This design comes from an exercise in tuning for small area on the open sky130 flow, not from production work.
The RTL was checked by simulation tests, not by an equivalence proof against the original design.
No driver is modelled on the clock port, so clocking that relies on it looks cheaper here than on a real chip.
Power and IR drop assume default switching activity.

## rev 12
// adhat_engine
module adhat_engine (
    input  wire        clk,
    input  wire        rst,           
    input  wire        req_valid,
    output wire        req_ready,
    input  wire [4:0]  req_op,
    input  wire        req_adc,
    input  wire        req_sel,
    input  wire [7:0]  req_a,
    input  wire [7:0]  req_b,
    input  wire [7:0]  req_c,
    input  wire [7:0]  req_d,
    input  wire [7:0]  req_e,
    input  wire [7:0]  req_len,
    output wire [7:0]  lst_idx,
    input  wire        lst_sel,
    input  wire [7:0]  lst_a,
    input  wire [7:0]  lst_b,
    output wire        tp_valid,
    output reg  [3:0]  tp_kind,
    output reg  [7:0]  tp_data,
    input  wire        tp_ack,
    input  wire        tp_fail,
    input  wire [7:0]  tp_rdata,
    input  wire        tp_rdy,
    output wire        rsp_valid,
    output wire        val_valid,
    output wire [3:0]  rsp_status,
    output wire [31:0] rsp_value,
    output wire [7:0]  rsp_info_a,
    output wire [7:0]  rsp_info_b,
    output wire [7:0]  rsp_index,
    input  wire [4:0]  mir_addr,
    output wire [7:0]  mir_data,
    output reg  [2:0]  cfg_gain1,
    output reg  [3:0]  cfg_rate1,
    output reg  [2:0]  cfg_filt1,
    output reg         cfg_imode1,
    output reg  [2:0]  cfg_gain2,
    output reg  [1:0]  cfg_rate2,
    output reg         cfg_imode2,
    output reg         alive
);
For scale: ~2200 cells after synthesis.
Settings: LEC_CHECK=0, ABC_AREA=1, CAP_MARGIN=20, CORE_MARGIN=2, CORE_UTILIZATION=40, CTS_BUF_LIST=sky130_fd_sc_hd__clkbuf_4, PLACE_DENSITY=0.6, SLEW_MARGIN=20; clock period 10.0 ns.
standard.sh (not shown) runs the stock make flow with config.mk's settings and CLKGATE_MAP_FILE= SYNTH_SCRIPT=/design/flow/synth_recipe.tcl, a recipe that flattens the netlist after the stock synthesis.
==> flow/flow/run.sh <==
#!/bin/bash
# The standard layout (the standard.sh, unchanged synthesis and steps), except that the
# port buffers are made of the smallest buffer cell instead of the resizer's default choice.
set -euo pipefail
bash standard.sh "BUFFER_PORTS_ARGS=-buffer_cell sky130_fd_sc_hd__buf_1" finish > standard_flow.log 2>&1
Rev 12: no failed stages, no open violations at the end
For rev 13, these inputs were changed with respect to rev 12:
==> flow/flow/run.sh <==
#!/bin/bash
# The standard layout (the standard.sh: unchanged synthesis and steps), with two changes:
#  - the port buffers are made of the smallest buffer cell instead of the resizer's default;
#  - clock tree synthesis clusters up to 30 sinks per clkbuf_16 and adds no dummy loads.
set -euo pipefail
bash standard.sh \
  "BUFFER_PORTS_ARGS=-buffer_cell sky130_fd_sc_hd__buf_1" \
  "CTS_ARGS=-sink_clustering_enable -repair_clock_nets -dont_use_dummy_load -buf_list sky130_fd_sc_hd__clkbuf_16 -sink_clustering_size 30 -sink_clustering_max_diameter 100" \
  finish > standard_flow.log 2>&1
- Rev 13: PASS, flow complete, no timing, DRC or antenna violations
- Compared with rev 12, power in the clock group in rev 13 decreased by more than a quarter.
- Row number of buffers added by the clock tree synthesis step: rev 13 lower / rev 12 higher
- [compare] base=rev 12 new=rev 13: setup slack now sits lower, global-route wire length before repair now sits lower, fmax now sits lower, register-to-register slack now sits lower, power share of the combinational group now sits higher.
- Arrival time at the worst endpoint (lower): rev 12
- Compared to rev 12, rev 13 leaves more free space in the core.
- Rev 13: routed wire length 1.4% below rev 12

* * *

adhat_engine, a different RTL version from the one above (not shown whole).
Size in the first run: roughly 1800 cells after synthesis, ~18000 µm² of cells after synthesis.
export LEC_CHECK = 0
export CAP_MARGIN = 20
export CORE_MARGIN = 2
export CORE_UTILIZATION = 65
export GPL_ROUTABILITY_DRIVEN = 0
export PLACE_DENSITY = 0.8
export SLEW_MARGIN = 20
create_clock -name core_clock -period 10.0 [get_ports {clk}]
==> flow/flow/run.sh <==
#!/bin/bash
# The standard layout (the standard.sh: unchanged synthesis and steps), with three changes:
#  - the port buffers are made of the smallest buffer cell instead of the resizer's default;
#  - clock tree synthesis clusters up to 20 sinks per clkbuf_16 and adds no dummy loads;
#  - the resizer repairs nets with the small buffers only (flow/small_buffers.tcl, sourced
#    before each step that may insert buffers).
set -euo pipefail
H="$PWD/flow/small_buffers.tcl"
bash standard.sh \
  "BUFFER_PORTS_ARGS=-buffer_cell sky130_fd_sc_hd__buf_1" \
  "CTS_ARGS=-sink_clustering_enable -repair_clock_nets -dont_use_dummy_load -buf_list sky130_fd_sc_hd__clkbuf_16 -sink_clustering_size 20 -sink_clustering_max_diameter 100" \
  "PRE_GLOBAL_PLACE_TCL=$H" "PRE_RESIZE_TCL=$H" "PRE_DETAIL_PLACE_TCL=$H" "PRE_CTS_TCL=$H" \
  "PRE_REPAIR_TIMING_POST_PLACE_TCL=$H" "PRE_GLOBAL_ROUTE_TCL=$H" \
  finish > standard_flow.log 2>&1
==> flow/flow/small_buffers.tcl <==
# Sourced before each placement, resizing, clock-tree and routing step: the resizer may
# use only the small buffers (buf_1, buf_2) when it repairs slew, capacitance or timing.
set_dont_use {sky130_fd_sc_hd__buf_4 sky130_fd_sc_hd__buf_6 sky130_fd_sc_hd__buf_8 sky130_fd_sc_hd__buf_12 sky130_fd_sc_hd__buf_16 sky130_fd_sc_hd__bufbuf_8 sky130_fd_sc_hd__bufbuf_16}
The first run finished with timing, DRC and antenna clean.
Rerun with:
- CORE_UTILIZATION: 65 -> 40
- PLACE_DENSITY: 0.8 -> 0.6
What happened:
- The changed run completed without violations
- worst hold slack is worse by 0.0043 ns
- fmax went up by 1.7%
- clock skew increases by 0.0038 ns
- via count decreases by 3.5%
- combinational power stays flat
- flip-flop and latch count does not change
- worst setup slack gets better by 0.11 ns
- register-to-register slack gains 0.29 ns
- area after synthesis is unchanged
- utilization is lower by 27 points
Rerun with:
==> flow/flow/run.sh (replaced) <==
#!/bin/bash
# The standard layout (the standard.sh: unchanged synthesis and steps), with two changes:
#  - the port buffers are made of the smallest buffer cell instead of the resizer's default;
#  - clock tree synthesis clusters up to 20 sinks per clkbuf_16 and adds no dummy loads.
set -euo pipefail
bash standard.sh \
  "BUFFER_PORTS_ARGS=-buffer_cell sky130_fd_sc_hd__buf_1" \
  "CTS_ARGS=-sink_clustering_enable -repair_clock_nets -dont_use_dummy_load -buf_list sky130_fd_sc_hd__clkbuf_16 -sink_clustering_size 20 -sink_clustering_max_diameter 100" \
  finish > standard_flow.log 2>&1
- GPL_ROUTABILITY_DRIVEN: 0 -> not set
removed: flow/flow/small_buffers.tcl
The new run produced a clean layout. Global-route usage goes up by 1.4 points. Routed wire length increases by 4.3%. Die area does not change. Hold slack gains 0.0061 ns. Sequential power goes down by about 3%. Design area grows by 0.94%. Utilization rose by 0.42 points.
Rerun with:
==> flow/flow/run.sh (replaced) <==
#!/bin/bash
# The standard layout (the standard.sh: unchanged synthesis and steps), with three changes:
#  - the port buffers are made of the smallest buffer cell instead of the resizer's default;
#  - clock tree synthesis clusters up to 24 sinks per clkbuf_16 and adds no dummy loads;
#  - the resizer repairs nets with the small buffers only (flow/small_buffers.tcl, sourced
#    before each step that may insert buffers).
set -euo pipefail
H="$PWD/flow/small_buffers.tcl"
bash standard.sh \
  "BUFFER_PORTS_ARGS=-buffer_cell sky130_fd_sc_hd__buf_1" \
  "CTS_ARGS=-sink_clustering_enable -repair_clock_nets -dont_use_dummy_load -buf_list sky130_fd_sc_hd__clkbuf_16 -sink_clustering_size 24 -sink_clustering_max_diameter 100" \
  "PRE_GLOBAL_PLACE_TCL=$H" "PRE_RESIZE_TCL=$H" "PRE_DETAIL_PLACE_TCL=$H" "PRE_CTS_TCL=$H" \
  "PRE_REPAIR_TIMING_POST_PLACE_TCL=$H" "PRE_GLOBAL_ROUTE_TCL=$H" \
  finish > standard_flow.log 2>&1
==> flow/flow/small_buffers.tcl (new file) <==
# Sourced before each placement, resizing, clock-tree and routing step: the resizer may
# use only the small buffers (buf_1, buf_2) when it repairs slew, capacitance or timing.
set_dont_use {sky130_fd_sc_hd__buf_4 sky130_fd_sc_hd__buf_6 sky130_fd_sc_hd__buf_8 sky130_fd_sc_hd__buf_12 sky130_fd_sc_hd__buf_16 sky130_fd_sc_hd__bufbuf_8 sky130_fd_sc_hd__bufbuf_16}
- GPL_ROUTABILITY_DRIVEN: not set -> 0
=>
- power falls by 2.0%
- count of clock-buffer cells in the layout is lower by 2
- final cell count fell by 0.60%
- worst hold slack got worse by 0.0076 ns
- sequential share of layout area climbs by 0.58 points
- routed wire length decreases by 4.4%
- final area falls by about 1.2%
- first-iteration DRC count went up by 10%
- setup slack improved by 0.099 ns
- global-route usage is lower by 1.4 points

## what the ideal ports hide
The results above use ideal ports. As a check the final layouts listed here were re-extracted and re-timed, cells and wires unchanged.
Step 1 assumes that a clkbuf_16 drives the clock port and a buf_2 every other input.
Step 2 adds t to the input delays and takes it off the output delays; t is the mean of the earliest and latest rising clock arrival at the registers after step 1. Input paths then give back, and output paths get back, about the clock's delay inside the block.
Three values: ideal, step 1, step 2; two values: the first two.
run | t, ns | setup WS [ns] | clock arrival spread, ns | slew at the worst register clock pin (ns) | worst data-port slew with drivers (ns)
rev 12 | 0.865 | 3.718 / 3.695 / 3.695 | 0.068 / 0.068 | 0.07 / 0.07 | 0.05
rev 13 | 0.590 | 3.698 / 3.676 / 3.676 | 0.048 / 0.048 | 0.12 / 0.12 | 0.05
the first run of note 2 | 0.560 | 3.693 / 3.669 / 3.669 | 0.049 / 0.049 | 0.09 / 0.09 | 0.05
the second run of note 2 | 0.602 | 3.799 / 3.774 / 3.774 | 0.056 / 0.056 | 0.09 / 0.09 | 0.04
the third run of note 2 | 0.581 | 3.707 / 3.677 / 3.677 | 0.056 / 0.056 | 0.09 / 0.09 | 0.04
the fourth run of note 2 | 0.570 | 3.805 / 3.780 / 3.780 | 0.063 / 0.063 | 0.10 / 0.10 | 0.04
After both steps setup and hold are still met in every run listed. The setup slack of the third run of note 2, which loses most, moves by -0.030 ns with the drivers and by -0.030 ns with both steps.
